From an optimization exercise on the open Yosys and OpenROAD flow, aimed at a short achievable clock period and few clock cycles; shortcuts taken in it are not production practice.
In this exercise RTL edits were held to simulation tests only and were not proved equivalent to the original.
Power and IR drop assume default switching activity.

==> run a: inputs <==
## lm15_lge
module lm15_lge (
    input  wire        clk,
    input  wire        rst,
    input  wire        cmd_valid,
    input  wire [87:0] cmd_word,
    output wire        busy,
    output reg         ill,
    output reg         lcd_ce,       
    output reg         lcd_rs,       
    output reg         tx_valid,
    output reg  [7:0]  tx_data,
    input  wire        tx_ready,
    output reg         mem_re,
    output reg  [1:0]  mem_space,    
    output reg  [15:0] mem_addr,
    input  wire [15:0] mem_rdata
);
clock: 10.0 ns
lec_check: 0
cap_margin: 20
core_margin: 2
core_utilization: 40
slew_margin: 20
standard.sh (not shown) runs the stock make flow with config.mk's settings and CLKGATE_MAP_FILE= SYNTH_SCRIPT=/design/flow/synth_recipe.tcl, a recipe that flattens the netlist after the stock synthesis.
==> flow/flow/run.sh <==
#!/bin/bash
# Standard layout, with the setup repair steps aiming at extra slack so that
# the resizer works on every path rather than only failing ones.
set -euo pipefail
bash standard.sh SETUP_SLACK_MARGIN=7 finish > flow_make.log 2>&1
==> inputs of run b, as changes to run a <==
--- a/flow/design.v
+++ b/flow/design.v
@@ -52,18 +52,12 @@
             c   <= cmd_word[63:56];
             d   <= cmd_word[55:48];
             fg  <= cmd_word[47:32];
             bg  <= cmd_word[31:16];
         end
     end
-    reg        pv;                     
-    reg [7:0]  px0, py0, px1, py1;     
-    reg [8:0]  pw, ph;                 
-    reg        pdata;                  
-    reg        pmem;                   
-    reg        pglyph;                 
     reg        dv;                     
     reg        dfree;                  
     reg [79:0] dbytes;                 
     reg [8:0]  drem;                   
     reg        ddata, dzero, dmem, dglyph;
     reg [8:0]  dw, dh;
@@ -105,12 +99,13 @@
     reg signed [10:0] lerr;
     reg        lstx, lsty;
     reg [10:0] sgt;                    
     reg [10:0] sgb;                    
     reg [7:0]  sgw, scol, sbits;
     reg        sfirst;                 
+    reg        sz_r;                   
     wire       s_ch0   = (mem_rdata[7:0] == 8'h00);
     wire       s_at1   = (pst == PR_TCH) & sfirst;
     wire       s_early = s_at1 & ~s_ch0;        
     reg        mbv;
     reg [7:0]  mb;
     wire       mb_take;                
@@ -141,23 +136,33 @@
     wire [8:0] ldy_s = {1'b0, ly2} - {1'b0, ly};
     wire [8:0] ldy_n = {1'b0, ly} - {1'b0, ly2};
     wire signed [10:0] sdx = $signed({3'b0, ldx});
     wire signed [10:0] sdy = $signed({3'b0, ldy});
     wire [10:0] gb6 = {sgt[8:0], 2'b00} + {sgt[9:0], 1'b0};
     wire        s_nul = (sgt == 11'h7E0);               
-    task set_p;
-        input [7:0] x0, y0, x1, y1;
-        input [8:0] w, h;
-        input       dat, mem, gly;
-        begin
-            pv <= 1'b1;
-            px0 <= x0; py0 <= y0; px1 <= x1; py1 <= y1;
-            pw <= w; ph <= h;
-            pdata <= dat; pmem <= mem; pglyph <= gly;
-        end
-    endtask
+    reg        q_go;
+    reg [7:0]  q_x0, q_y0, q_x1, q_y1;
+    reg [8:0]  q_w, q_h;
+    reg        q_gly;
+    always @(*) begin
+        q_go = 1'b0;
+        q_x0 = lx; q_y0 = b; q_x1 = lx; q_y1 = ly2;
+        q_w = 9'd1; q_h = 9'd8; q_gly = 1'b1;
+        case (pst)
+            PR_B4:  begin q_go = dfree; q_y0 = ly; q_y1 = ly; q_h = 9'd1; q_gly = 1'b0; end
+            PR_R1:  begin q_go = dfree; q_x0 = a; q_y0 = ldy; q_x1 = ldx; q_y1 = ldy;
+                          q_w = {1'b0, c}; q_h = 9'd1; q_gly = 1'b0; end
+            PR_R2:  begin q_go = dfree; q_x0 = a; q_x1 = a; q_y1 = ldy;
+                          q_h = {1'b0, d}; q_gly = 1'b0; end
+            PR_R3:  begin q_go = dfree; q_x0 = ldx; q_x1 = ldx; q_y1 = ldy;
+                          q_h = {1'b0, d}; q_gly = 1'b0; end
+            PR_TCH2: q_go = dfree & ~s_nul;
+            PR_TNXT: q_go = dfree;
+            default: ;
+        endcase
+    end
     reg        e_go;                   
     reg [55:0] e_bytes;                
     reg [8:0]  e_rem;
     reg        e_data, e_zero;
     reg [8:0]  e_w, e_h;
     reg [7:0]  e_byte1, e_byte2;
@@ -274,49 +279,44 @@
                     pst <= PR_B3;
                 end
                 PR_B3: begin
                     if (lsty) begin lerr <= lerr + sdx; ly <= lsy ? (ly - 8'd1) : (ly + 8'd1); end
                     pst <= PR_B4;
                 end
-                PR_B4: if (!pv) begin
-                    set_p(lx, ly, lx, ly, 9'd1, 9'd1, 1'b1, 1'b0, 1'b0);
+                PR_B4: if (dfree) begin
                     if (lx == lx2 && ly == ly2) begin pst <= PR_IDLE; prod_busy <= 1'b0; end
                     else pst <= PR_B1;
                 end
-                PR_R1: if (!pv) begin
-                    set_p(a, ldy, ldx, ldy, {1'b0, c}, 9'd1, 1'b1, 1'b0, 1'b0);
+                PR_R1: if (dfree) begin
                     pst <= PR_R2;
                 end
-                PR_R2: if (!pv) begin
-                    set_p(a, b, a, ldy, 9'd1, {1'b0, d}, 1'b1, 1'b0, 1'b0);
+                PR_R2: if (dfree) begin
                     pst <= PR_R3;
                 end
-                PR_R3: if (!pv) begin
-                    set_p(ldx, b, ldx, ldy, 9'd1, {1'b0, d}, 1'b1, 1'b0, 1'b0);
+                PR_R3: if (dfree) begin
                     pst <= PR_IDLE; prod_busy <= 1'b0;
                 end
                 PR_TRD: pst <= PR_TW1;
                 PR_TW1: pst <= PR_TCH;
                 PR_TCH: begin
-                    sgt <= {3'b000, mem_rdata[7:0]} - 11'd32;
+                    sgt    <= {3'b000, mem_rdata[7:0]} - 11'd32;
+                    sz_r   <= s_ch0;
                     sfirst <= 1'b0;
-                    if (!sfirst) pst <= PR_TCH2;
-                    else if (s_ch0) begin pst <= PR_IDLE; prod_busy <= 1'b0; end
+                    pst    <= sfirst ? PR_TGB : PR_TCH2;
+                end
+                PR_TGB: begin
+                    if (sz_r) begin pst <= PR_IDLE; prod_busy <= 1'b0; end
                     else begin
                         lx  <= lx + 8'd1;
-                        pst <= PR_TGB;
+                        sgb <= gb6;
+                        pst <= PR_TRW;
                     end
                 end
-                PR_TGB: begin
-                    sgb <= gb6;
-                    pst <= PR_TRW;
-                end
                 PR_TCH2: begin
                     if (s_nul) begin pst <= PR_IDLE; prod_busy <= 1'b0; end
-                    else if (!pv) begin
-                        set_p(lx, b, lx, ly2, 9'd1, 9'd8, 1'b1, 1'b0, 1'b1);
+                    else if (dfree) begin
                         lx  <= lx + 8'd1;
                         sgb <= gb6;
                         pst <= PR_TRW;
                     end
                 end
                 PR_TRW: begin
@@ -332,26 +332,23 @@
                         pst <= PR_TW3;
                     end else pst <= PR_TSP;
                 end
                 PR_TW3: pst <= PR_TBITS;
                 PR_TBITS: begin sbits <= mem_rdata[7:0]; pst <= PR_TMB; end
                 PR_TMB: if (!mbv) pst <= PR_TNXT;
-                PR_TNXT: if (!pv) begin
-                    set_p(lx, b, lx, ly2, 9'd1, 9'd8, 1'b1, 1'b0, 1'b1);
+                PR_TNXT: if (dfree) begin
                     lx  <= lx + 8'd1;
                     pst <= PR_TCOL;
                 end
                 PR_TSP: if (!mbv) pst <= PR_TRD;
                 default: pst <= PR_IDLE;
             endcase
-            if (pv && dfree) pv <= 1'b0;
         end
         if (rst) begin
             pst       <= PR_IDLE;
             prod_busy <= 1'b0;
-            pv        <= 1'b0;
             ill       <= 1'b0;
             f_on      <= 1'b0;
         end
     end
     always @(*) begin
         mb_put = 1'b0;
@@ -364,14 +361,14 @@
         else if (mb_take) mbv <= 1'b0;
         if (rst) mbv <= 1'b0;
     end
     wire [6:0] slx3 = lx[6:0] + 7'd3;
     wire [7:0] sxs  = {slx3, 1'b0};                
     wire [7:0] sxe  = {slx3, 1'b1};
-    wire [7:0] xs = {px0[6:0] + 7'd3, 1'b0};      
-    wire [7:0] xe = {px1[6:0] + 7'd3, 1'b1};      
+    wire [7:0] xs = {q_x0[6:0] + 7'd3, 1'b0};     
+    wire [7:0] xe = {q_x1[6:0] + 7'd3, 1'b1};     
     always @(posedge clk) begin
         begin
             if (gen_load) dv <= 1'b0;
             if (win_shift) begin
                 dbytes <= {dbytes[71:0], 8'h00};
                 drem   <= {1'b0, drem[8:1]};
@@ -396,63 +393,61 @@
                 ddata  <= e_data;
                 dzero  <= e_zero;
                 dw     <= e_w;
                 dh     <= e_h;
                 dmem   <= (op == 8'h15) | (op == 8'h16);
                 dglyph <= 1'b0;
-            end else if (dfree && pv) begin
+            end else if (q_go) begin
                 dv     <= 1'b1;
                 dfree  <= 1'b0;
-                dbytes <= {8'hF0, 4'h0, xs[3:0], 4'h1, xs[7:4], 4'h2, py0[3:0], 4'h3, py0[7:4],
-                           8'hF5, 4'h0, xe[3:0], 4'h1, xe[7:4], 4'h2, py1[3:0], 4'h3, py1[7:4]};
+                dbytes <= {8'hF0, 4'h0, xs[3:0], 4'h1, xs[7:4], 4'h2, q_y0[3:0], 4'h3, q_y0[7:4],
+                           8'hF5, 4'h0, xe[3:0], 4'h1, xe[7:4], 4'h2, q_y1[3:0], 4'h3, q_y1[7:4]};
                 drem   <= 9'h1FF;
-                ddata  <= pdata;
-                dzero  <= (pw == 9'd0) | (ph == 9'd0);
-                dw     <= pw;
-                dh     <= ph;
-                dmem   <= pmem;
-                dglyph <= pglyph;
+                ddata  <= 1'b1;
+                dzero  <= (q_w == 9'd0) | (q_h == 9'd0);
+                dw     <= q_w;
+                dh     <= q_h;
+                dmem   <= 1'b0;
+                dglyph <= q_gly;
             end
         end
         if (rst) begin
             dv    <= 1'b0;
             dfree <= 1'b1;
         end
     end
-    reg [15:0] fq0, fq1, fq2, fq3;
+    reg [15:0] fq0, fq1, fq2;
     reg [1:0]  fwp, frp;
     reg [2:0]  fcnt;
     reg        rd_pend;                
     reg        f_iss;                  
     wire       fpop;
     reg [15:0] fhead;
     always @(*) begin
         case (frp)
             2'd0: fhead = fq0;
             2'd1: fhead = fq1;
-            2'd2: fhead = fq2;
-            default: fhead = fq3;
+            default: fhead = fq2;
         endcase
     end
     wire [2:0] fcred = fcnt + {2'b0, rd_pend} + {2'b0, f_iss};
-    wire       f_go  = f_on & ~idle_r & (fcred < 3'd4);
+    wire       f_go  = f_on & ~idle_r & (fcred < 3'd3);
     always @(posedge clk) begin
         begin
             if (rd_pend) case (fwp)
                 2'd0: fq0 <= mem_rdata;
                 2'd1: fq1 <= mem_rdata;
-                2'd2: fq2 <= mem_rdata;
-                default: fq3 <= mem_rdata;
+                default: fq2 <= mem_rdata;
             endcase
             if (idle_r) begin
                 fwp <= 2'd0; frp <= 2'd0; fcnt <= 3'd0;
                 rd_pend <= 1'b0;
             end else begin
                 rd_pend <= f_iss;
-                if (rd_pend) fwp <= fwp + 2'd1;
-                if (fpop) frp <= frp + 2'd1;
+                if (rd_pend) fwp <= (fwp == 2'd2) ? 2'd0 : fwp + 2'd1;
+                if (fpop) frp <= (frp == 2'd2) ? 2'd0 : frp + 2'd1;
                 fcnt <= fcnt + {2'b0, rd_pend} - {2'b0, fpop};
             end
             if (pst == PR_DEC) f_space <= op[0] ? SP_PIXB : SP_PIXT;
             f_iss <= f_go;
             if (stake) begin
                 mem_re <= 1'b1; mem_space <= SP_TEXT; mem_addr <= cmd_word[15:0];
@@ -467,25 +462,25 @@
             rd_pend <= 1'b0; f_iss <= 1'b0;
             mem_re <= 1'b0;
         end
     end
     always @(posedge clk) begin
         if (idle_r) ptr <= cmd_word[15:0];
-        else if (f_go || (pst == PR_TCH2 && !s_nul && !pv) || s_early) ptr <= ptr + 16'd1;
+        else if (f_go || (pst == PR_TCH2 && !s_nul && dfree) || (pst == PR_TGB && !sz_r)) ptr <= ptr + 16'd1;
     end
     reg        g_idle, g_e1, g_e2, g_win, g_gap1, g_data, g_ce1, g_gap2;
     reg        g_zero, g_mem, g_gly;
     reg [8:0]  g_w, g_cols, g_rows;
     reg [7:0]  g_bits;
     reg [15:0] pc;
     reg        hilo, lastp, col1;
     reg        s_full;
     reg        s_ce, s_rs, s_txv, s_last;
     reg [7:0]  s_byte;
     wire gen_rdy = ~s_full;
-    wire fin     = ~prod_busy & ~pv & ~dv;       
+    wire fin     = ~prod_busy & ~dv;             
     wire g_wait  = g_gap1 & g_gly & ~mbv;        
     wire g_start = g_idle & dv;                  
     reg        gv, b_ce, b_rs, b_txv, b_last;
     reg [7:0]  b_byte;
     always @(*) begin
         gv = 1'b0; b_ce = 1'b0; b_rs = 1'b1; b_txv = 1'b0; b_last = 1'b0;
==> flow/config.mk (replaced) <==
export PLATFORM = sky130hd
export DESIGN_NAME = lm15_lge
export DESIGN_NICKNAME = lm15_lge
export VERILOG_FILES = /design/flow/design.v
export SDC_FILE = /design/flow/constraint.sdc
export NUM_CORES = 4
export LEC_CHECK = 0
export CAP_MARGIN = 20
export CORE_MARGIN = 2
export CORE_UTILIZATION = 70
export PLACE_DENSITY = 0.85
export SLEW_MARGIN = 20
==> comparison <==
Between run a and run b, the lower final area is in run b (gap 10%, measured against run b).
Of run a and run b, run b has the higher worst hold slack (gap 9.8 ps).
Routed wire length: run a is lower than run b (about 0.26%).
Of run a and run b, run a has the higher sequential share of layout area (gap 1.4 points).
Run a finished clean. Run b completed with no timing, DRC or antenna violations.
Of run b and run a, run b has the higher global-route usage (gap 21 points).
Of run b and run a, run b has the higher via count (gap 3.1%, measured against run a).
Testbench counts of run a, summed over its fixed seeds: cycles 213,075.
Testbench counts of run b, summed over its fixed seeds: cycles 213,075.

========
==> inputs of job 4836 <==
lm15_lge, a different RTL version from the one above (not shown whole).
clock: 10.0 ns
lec_check: 0
cap_margin: 20
core_margin: 2
core_utilization: 40
slew_margin: 20
Scripts as last shown in full above: flow/flow/run.sh
==> inputs of job 3936, as changes to job 4836 <==
--- a/flow/design.v
+++ b/flow/design.v
@@ -22,12 +22,11 @@
     localparam [3:0] IL_TAG_MODE  = 4'h8;
     localparam [1:0] SP_FONT = 2'd0, SP_TEXT = 2'd1, SP_PIXB = 2'd2, SP_PIXT = 2'd3;
     reg        busy_r;
     reg        start;                  
     reg [7:0]  op, a, b, c, d;
-    reg [15:0] fg, bg;
-    reg [15:0] ptr;                    
+    reg [15:0] fg, bg, ptr;
     assign busy = busy_r;
     wire take = cmd_valid & ~busy_r;
     always @(posedge clk) begin
         if (~busy_r) begin
             op  <= cmd_word[87:80];
@@ -35,27 +34,25 @@
             b   <= cmd_word[71:64];
             c   <= cmd_word[63:56];
             d   <= cmd_word[55:48];
             fg  <= cmd_word[47:32];
             bg  <= cmd_word[31:16];
+            ptr <= cmd_word[15:0];
         end
     end
     reg        pv;                     
     reg [7:0]  px0, py0, px1, py1;     
     reg [8:0]  pw, ph;                 
     reg        pdata;                  
     reg        pmem;                   
     reg        pglyph;                 
-    reg        dv;                     
-    reg        dfree;                  
+    reg        dv;
     reg [79:0] dbytes;                 
     reg [8:0]  drem;                   
     reg        ddata, dzero, dmem, dglyph;
     reg [8:0]  dw, dh;
     wire       gen_load;               
-    wire       win_shift;              
-    wire       win_last;               
     localparam [4:0]
         PR_IDLE  = 5'd0,
         PR_DEC   = 5'd1,
         PR_LINE  = 5'd2,               
         PR_L2    = 5'd3,               
@@ -85,28 +82,34 @@
     reg [7:0]  lx, ly, lx2, ly2, ldx, ldy;
     reg        lsy;                    
     reg        lhv;                    
     reg signed [10:0] lerr;
     reg        lstx, lsty;
+    reg [7:0]  rx1, ry1;
+    reg [7:0]  sx;                     
+    reg [7:0]  sy7;                    
+    reg [15:0] sp;                     
+    reg [7:0]  sch;
     reg [10:0] sgt;                    
     reg [10:0] sgb;                    
     reg [7:0]  sgw, scol, sbits;
     reg        mbv;
     reg [7:0]  mb;
     wire       mb_take;                
     reg        mb_put;                 
     reg [7:0]  mb_val;
     reg        f_on;
+    reg [15:0] f_ptr;
     reg [1:0]  f_space;
     reg        s_re;
     reg [1:0]  s_space;
     reg [15:0] s_addr;
     always @(*) begin
         s_re = 1'b0; s_space = SP_FONT; s_addr = {5'b0, sgb};
         case (pst)
             PR_DEC:  begin s_re = (op == 8'h20); s_space = SP_TEXT; s_addr = ptr; end
-            PR_TRD:  begin s_re = 1'b1; s_space = SP_TEXT; s_addr = ptr; end
+            PR_TRD:  begin s_re = 1'b1; s_space = SP_TEXT; s_addr = sp; end
             PR_TRW:  s_re = 1'b1;
             PR_TCOL: s_re = (scol != sgw);
             default: ;
         endcase
     end
@@ -122,11 +125,10 @@
     wire [8:0] ldy_s = {1'b0, ly2} - {1'b0, ly};
     wire [8:0] ldy_n = {1'b0, ly} - {1'b0, ly2};
     wire signed [10:0] sdx = $signed({3'b0, ldx});
     wire signed [10:0] sdy = $signed({3'b0, ldy});
     wire [10:0] gb6 = {sgt[8:0], 2'b00} + {sgt[9:0], 1'b0};
-    wire        s_nul = (sgt == 11'h7E0);               
     task set_p;
         input [7:0] x0, y0, x1, y1;
         input [8:0] w, h;
         input       dat, mem, gly;
         begin
@@ -172,10 +174,11 @@
                 PR_IDLE: if (take) begin
                     pst       <= PR_DEC;
                     prod_busy <= 1'b1;
                 end
                 PR_DEC: begin
+                    rx1 <= ac1; ry1 <= bd1;
                     lx <= n_x; lx2 <= n_x2; ly <= n_y; ly2 <= n_y2;
                     lhv <= (a == c) | (b == d);
                     case (op)
                         8'h01: begin set_p(a, b, ac1, bd1, {1'b0, c}, {1'b0, d}, 1'b0, 1'b0, 1'b0);
                                      pst <= PR_IDLE; prod_busy <= 1'b0; end
@@ -185,21 +188,20 @@
                                      pst <= PR_IDLE; prod_busy <= 1'b0; end
                         8'h11: pst <= PR_LINE;
                         8'h12: begin set_p(a, b, ac1, bd1, {1'b0, c}, {1'b0, d}, 1'b1, 1'b0, 1'b0);
                                      pst <= PR_IDLE; prod_busy <= 1'b0; end
                         8'h13: begin set_p(a, b, ac1, b, {1'b0, c}, 9'd1, 1'b1, 1'b0, 1'b0);
-                                     lx2 <= ac1; ly2 <= bd1;
                                      pst <= PR_R1; end
                         8'h14: begin set_p(8'd0, 8'd0, 8'd100, 8'd79, 9'd101, 9'd80, 1'b1, 1'b0, 1'b0);
                                      pst <= PR_IDLE; prod_busy <= 1'b0; end
                         8'h15, 8'h16: begin
                             set_p(a, b, ac1, bd1, {1'b0, c}, {1'b0, d}, 1'b1, 1'b1, 1'b0);
                             f_on <= 1'b1;
                             pst <= PR_IDLE; prod_busy <= 1'b0;
                         end
                         8'h20: begin
-                            lx <= a; ly2 <= b + 8'd7;
+                            sx <= a; sy7 <= b + 8'd7; sp <= ptr;
                             pst <= PR_TW1;
                         end
                         default: begin
                             ill <= 1'b1;
                             pst <= PR_IDLE; prod_busy <= 1'b0;
@@ -243,32 +245,34 @@
                     set_p(lx, ly, lx, ly, 9'd1, 9'd1, 1'b1, 1'b0, 1'b0);
                     if (lx == lx2 && ly == ly2) begin pst <= PR_IDLE; prod_busy <= 1'b0; end
                     else pst <= PR_B1;
                 end
                 PR_R1: if (!pv) begin
-                    set_p(a, ly2, lx2, ly2, {1'b0, c}, 9'd1, 1'b1, 1'b0, 1'b0);
+                    set_p(a, ry1, rx1, ry1, {1'b0, c}, 9'd1, 1'b1, 1'b0, 1'b0);
                     pst <= PR_R2;
                 end
                 PR_R2: if (!pv) begin
-                    set_p(a, b, a, ly2, 9'd1, {1'b0, d}, 1'b1, 1'b0, 1'b0);
+                    set_p(a, b, a, ry1, 9'd1, {1'b0, d}, 1'b1, 1'b0, 1'b0);
                     pst <= PR_R3;
                 end
                 PR_R3: if (!pv) begin
-                    set_p(lx2, b, lx2, ly2, 9'd1, {1'b0, d}, 1'b1, 1'b0, 1'b0);
+                    set_p(rx1, b, rx1, ry1, 9'd1, {1'b0, d}, 1'b1, 1'b0, 1'b0);
                     pst <= PR_IDLE; prod_busy <= 1'b0;
                 end
                 PR_TRD: pst <= PR_TW1;
                 PR_TW1: pst <= PR_TCH;
                 PR_TCH: begin
+                    sch <= mem_rdata[7:0];
                     sgt <= {3'b000, mem_rdata[7:0]} - 11'd32;
                     pst <= PR_TCH2;
                 end
                 PR_TCH2: begin
-                    if (s_nul) begin pst <= PR_IDLE; prod_busy <= 1'b0; end
+                    if (sch == 8'h00) begin pst <= PR_IDLE; prod_busy <= 1'b0; end
                     else if (!pv) begin
-                        set_p(lx, b, lx, ly2, 9'd1, 9'd8, 1'b1, 1'b0, 1'b1);
-                        lx  <= lx + 8'd1;
+                        set_p(sx, b, sx, sy7, 9'd1, 9'd8, 1'b1, 1'b0, 1'b1);
+                        sx  <= sx + 8'd1;
+                        sp  <= sp + 16'd1;
                         sgb <= gb6;
                         pst <= PR_TRW;
                     end
                 end
                 PR_TRW: begin
@@ -286,18 +290,18 @@
                 end
                 PR_TW3: pst <= PR_TBITS;
                 PR_TBITS: begin sbits <= mem_rdata[7:0]; pst <= PR_TMB; end
                 PR_TMB: if (!mbv) pst <= PR_TNXT;
                 PR_TNXT: if (!pv) begin
-                    set_p(lx, b, lx, ly2, 9'd1, 9'd8, 1'b1, 1'b0, 1'b1);
-                    lx  <= lx + 8'd1;
+                    set_p(sx, b, sx, sy7, 9'd1, 9'd8, 1'b1, 1'b0, 1'b1);
+                    sx  <= sx + 8'd1;
                     pst <= PR_TCOL;
                 end
                 PR_TSP: if (!mbv) pst <= PR_TRD;
                 default: pst <= PR_IDLE;
             endcase
-            if (pv && dfree) pv <= 1'b0;
+            if (pv && !dv) pv <= 1'b0;
         end
     end
     always @(*) begin
         mb_put = 1'b0;
         mb_val = sbits;
@@ -311,28 +315,20 @@
     end
     wire [7:0] xs = {px0[6:0] + 7'd3, 1'b0};      
     wire [7:0] xe = {px1[6:0] + 7'd3, 1'b1};      
     always @(posedge clk) begin
         if (rst) begin
-            dv    <= 1'b0;
-            dfree <= 1'b1;
+            dv <= 1'b0;
         end else begin
             if (gen_load) dv <= 1'b0;
-            if (win_shift) begin
-                dbytes <= {dbytes[71:0], 8'h00};
-                drem   <= {1'b0, drem[8:1]};
-                if (win_last) dfree <= 1'b1;
-            end
-            if (dfree && raw_go) begin
+            if (!dv && raw_go) begin
                 dv     <= 1'b1;
-                dfree  <= 1'b0;
                 dbytes <= raw_bytes;
                 drem   <= raw_rem;
                 ddata  <= 1'b0;
-            end else if (dfree && pv) begin
+            end else if (!dv && pv) begin
                 dv     <= 1'b1;
-                dfree  <= 1'b0;
                 dbytes <= {8'hF0, 4'h0, xs[3:0], 4'h1, xs[7:4], 4'h2, py0[3:0], 4'h3, py0[7:4],
                            8'hF5, 4'h0, xe[3:0], 4'h1, xe[7:4], 4'h2, py1[3:0], 4'h3, py1[7:4]};
                 drem   <= 9'h1FF;
                 ddata  <= pdata;
                 dzero  <= (pw == 9'd0) | (ph == 9'd0);
@@ -362,11 +358,11 @@
     wire       f_go  = f_on & busy_r & (fcred < 3'd4);
     always @(posedge clk) begin
         if (rst) begin
             fwp <= 2'd0; frp <= 2'd0; fcnt <= 3'd0;
             rd_pend <= 1'b0; f_iss <= 1'b0;
-            mem_re <= 1'b0; mem_space <= SP_FONT; mem_addr <= 16'h0000;
+            mem_re <= 1'b0;
         end else begin
             if (rd_pend) case (fwp)
                 2'd0: fq0 <= mem_rdata;
                 2'd1: fq1 <= mem_rdata;
                 2'd2: fq2 <= mem_rdata;
@@ -379,24 +375,25 @@
                 rd_pend <= f_iss;
                 if (rd_pend) fwp <= fwp + 2'd1;
                 if (fpop) frp <= frp + 2'd1;
                 fcnt <= fcnt + {2'b0, rd_pend} - {2'b0, fpop};
             end
-            if (pst == PR_DEC) f_space <= op[0] ? SP_PIXB : SP_PIXT;
+            if (pst == PR_DEC) begin
+                f_ptr <= ptr; f_space <= op[0] ? SP_PIXB : SP_PIXT;
+            end
             f_iss <= f_go;
             if (f_go) begin
-                mem_re <= 1'b1; mem_space <= f_space; mem_addr <= ptr;
+                mem_re <= 1'b1; mem_space <= f_space; mem_addr <= f_ptr;
+                f_ptr <= f_ptr + 16'd1;
             end else begin
                 mem_re <= s_re; mem_space <= s_space; mem_addr <= s_addr;
             end
         end
     end
-    always @(posedge clk) begin
-        if (~busy_r) ptr <= cmd_word[15:0];
-        else if (f_go || (pst == PR_TCH2 && !s_nul && !pv)) ptr <= ptr + 16'd1;
-    end
     reg        g_idle, g_win, g_gap1, g_data, g_ce1, g_gap2;
+    reg [79:0] wsh;
+    reg [8:0]  wrem;
     reg        g_has, g_zero, g_mem, g_gly;
     reg [8:0]  g_w, g_cols, g_rows;
     reg [7:0]  g_bits;
     reg [15:0] pc;
     reg        hilo, lastp, col1;
@@ -410,22 +407,21 @@
     reg        gv, b_ce, b_rs, b_txv, b_last;
     reg [7:0]  b_byte;
     always @(*) begin
         gv = 1'b0; b_ce = 1'b0; b_rs = 1'b1; b_txv = 1'b0; b_last = 1'b0;
         b_byte = hilo ? pc[7:0] : pc[15:8];
-        if (g_win | g_start) begin gv = 1'b1; b_ce = 1'b1; b_rs = 1'b0; b_txv = 1'b1; b_byte = dbytes[79:72]; end
+        if (g_win)   begin gv = 1'b1; b_ce = 1'b1; b_rs = 1'b0; b_txv = 1'b1; b_byte = wsh[79:72]; end
+        if (g_start) begin gv = 1'b1; b_ce = 1'b1; b_rs = 1'b0; b_txv = 1'b1; b_byte = dbytes[79:72]; end
         if (g_gap1)  begin gv = ~g_wait; end
         if (g_data)  begin gv = 1'b1; b_ce = 1'b1; b_txv = 1'b1; end
         if (g_ce1)   begin gv = 1'b1; b_ce = 1'b1; end
         if (g_gap2)  begin gv = 1'b1; b_last = fin; end
         if (g_idle & busy_r & ~start & fin) begin gv = 1'b1; b_last = 1'b1; end
     end
     wire gstep = gen_rdy & ~g_wait;
-    assign gen_load  = gstep & dv & (g_idle | g_gap2);
-    assign win_shift = gstep & (g_win | g_start);
-    assign win_last  = ~drem[0];
-    assign mb_take   = gstep & g_gap1 & g_gly;
+    assign gen_load = gstep & dv & (g_idle | g_gap2);
+    assign mb_take  = gstep & g_gap1 & g_gly;
     wire        cbit   = g_gap1 ? mb[7] : g_bits[7];
     wire [15:0] ncolor = g_mem ? fhead : ((g_gly & ~cbit) ? bg : fg);
     wire pair_next = (g_gap1 & ~g_zero) | (g_data & hilo & ~lastp);
     assign fpop = gstep & pair_next & g_mem;
     always @(posedge clk) begin
@@ -433,18 +429,27 @@
             g_idle <= 1'b1; g_win <= 1'b0; g_gap1 <= 1'b0; g_data <= 1'b0;
             g_ce1 <= 1'b0; g_gap2 <= 1'b0;
         end else if (gstep) begin
             if (gen_load) begin
                 g_idle <= 1'b0; g_win <= 1'b1; g_gap2 <= 1'b0;
+                if (g_idle) begin
+                    wsh <= {dbytes[71:0], 8'h00}; wrem <= {1'b0, drem[8:1]};
+                end else begin
+                    wsh <= dbytes; wrem <= drem;
+                end
                 g_has <= ddata; g_zero <= dzero; g_mem <= dmem; g_gly <= dglyph;
                 g_w <= dw; g_cols <= dw; g_rows <= dh;
             end else if (g_gap2) begin
                 g_gap2 <= 1'b0; g_idle <= 1'b1;
             end
-            if (g_win & win_last) begin
-                g_win <= 1'b0;
-                if (g_has) g_gap1 <= 1'b1; else g_gap2 <= 1'b1;
+            if (g_win) begin
+                wsh  <= {wsh[71:0], 8'h00};
+                wrem <= {1'b0, wrem[8:1]};
+                if (!wrem[0]) begin
+                    g_win <= 1'b0;
+                    if (g_has) g_gap1 <= 1'b1; else g_gap2 <= 1'b1;
+                end
             end
             if (g_gap1) begin
                 g_gap1 <= 1'b0;
                 hilo   <= 1'b0;
                 if (g_zero) g_ce1 <= 1'b1; else g_data <= 1'b1;
==> comparison <==
Against job 4836, the register-to-register slack of job 3936 is better by 40 ps.
Against job 3936, the power of job 4836 is lower by about 15%.
Of job 4836 and job 3936, job 3936 has the higher via count (gap 8.6%, measured against job 3936).
Global-route usage: job 3936 is lower than job 4836 (1.5 points).
Against job 4836, the worst hold slack of job 3936 is worse by 1.2 ps.
Between job 3936 and job 4836, the lower clock skew is in job 4836 (gap 10 ps).
Non-clock buffer count: job 3936 is higher than job 4836 (1).
==> figures <==
|  | job 4836 | job 3936 |
|---|---|---|
| Largest fanout of any net on the critical path | 2 | 1 |
| Number of ordinary inverters in the final layout | 167 | 176 |
| Number of standard cells in the layout, taps in and fillers out | 3,877 | 4,405 |
| Area used by multi-input combinational logic | 12,860 um2 | 13,970 um2 |
| Critical-path cell with the highest stage delay | sky130_fd_sc_hd__dfxtp_4 | sky130_fd_sc_hd__edfxtp_1 |
| Cell count along the critical path | 2 | 1 |
| Actual slew at the worst max-slew pin | 1009 ps | 1026 ps |
| Sequential cell area | 15,980 um2 | 19,620 um2 |
| Share of total power in sequential cells | 40.7% | 41.1% |
| Sequential area share after synthesis | 54.21% | 57.03% |
| R2R Setup Slk | 7010 ps | 7050 ps |
| Max Fclk | 312.9 MHz | 312.9 MHz |
| Outcome | no timing/DRC/antenna violations | no timing/DRC/antenna violations |
| Routed vias | 21,998 | 24,055 |
| Clock network fraction of total power | 27.4% | 31.0% |
| Cell Area, Synth | 29,410 um2 | 34,350 um2 |
Testbench counts of job 4836, summed over its fixed seeds: cycles 215,838.
Testbench counts of job 3936, summed over its fixed seeds: cycles 215,838.

[port drivers added, routing unchanged]
In the flow no input, the clock included, has a driving cell. The finished layouts below were timed again as built, in two steps.
Step 1 assumes that a clkbuf_16 drives the clock port and a buf_2 every other input.
Step 2 also shifts input and output timing later by t, the mid clock arrival at the registers, as if the neighbouring blocks saw the same clock.
Three values: ideal, step 1, step 2; two values: the first two.
run	shift t [ns]	setup WS [ns]	hold WS [ns]
run a	0.698	6.876 / 6.810 / 6.347	0.429 / 0.429 / 0.429
run b	0.671	6.796 / 6.796 / 6.346	0.439 / 0.439 / 0.439
job 4836	0.691	6.804 / 6.741 / 6.365	0.425 / 0.425 / 0.425
job 3936	0.690	6.804 / 6.737 / 6.388	0.424 / 0.424 / 0.424
After both steps setup and hold are still met in every run listed. For run a, which loses most, drivers alone change the setup slack by -0.066 ns; drivers and shift together by -0.529 ns.
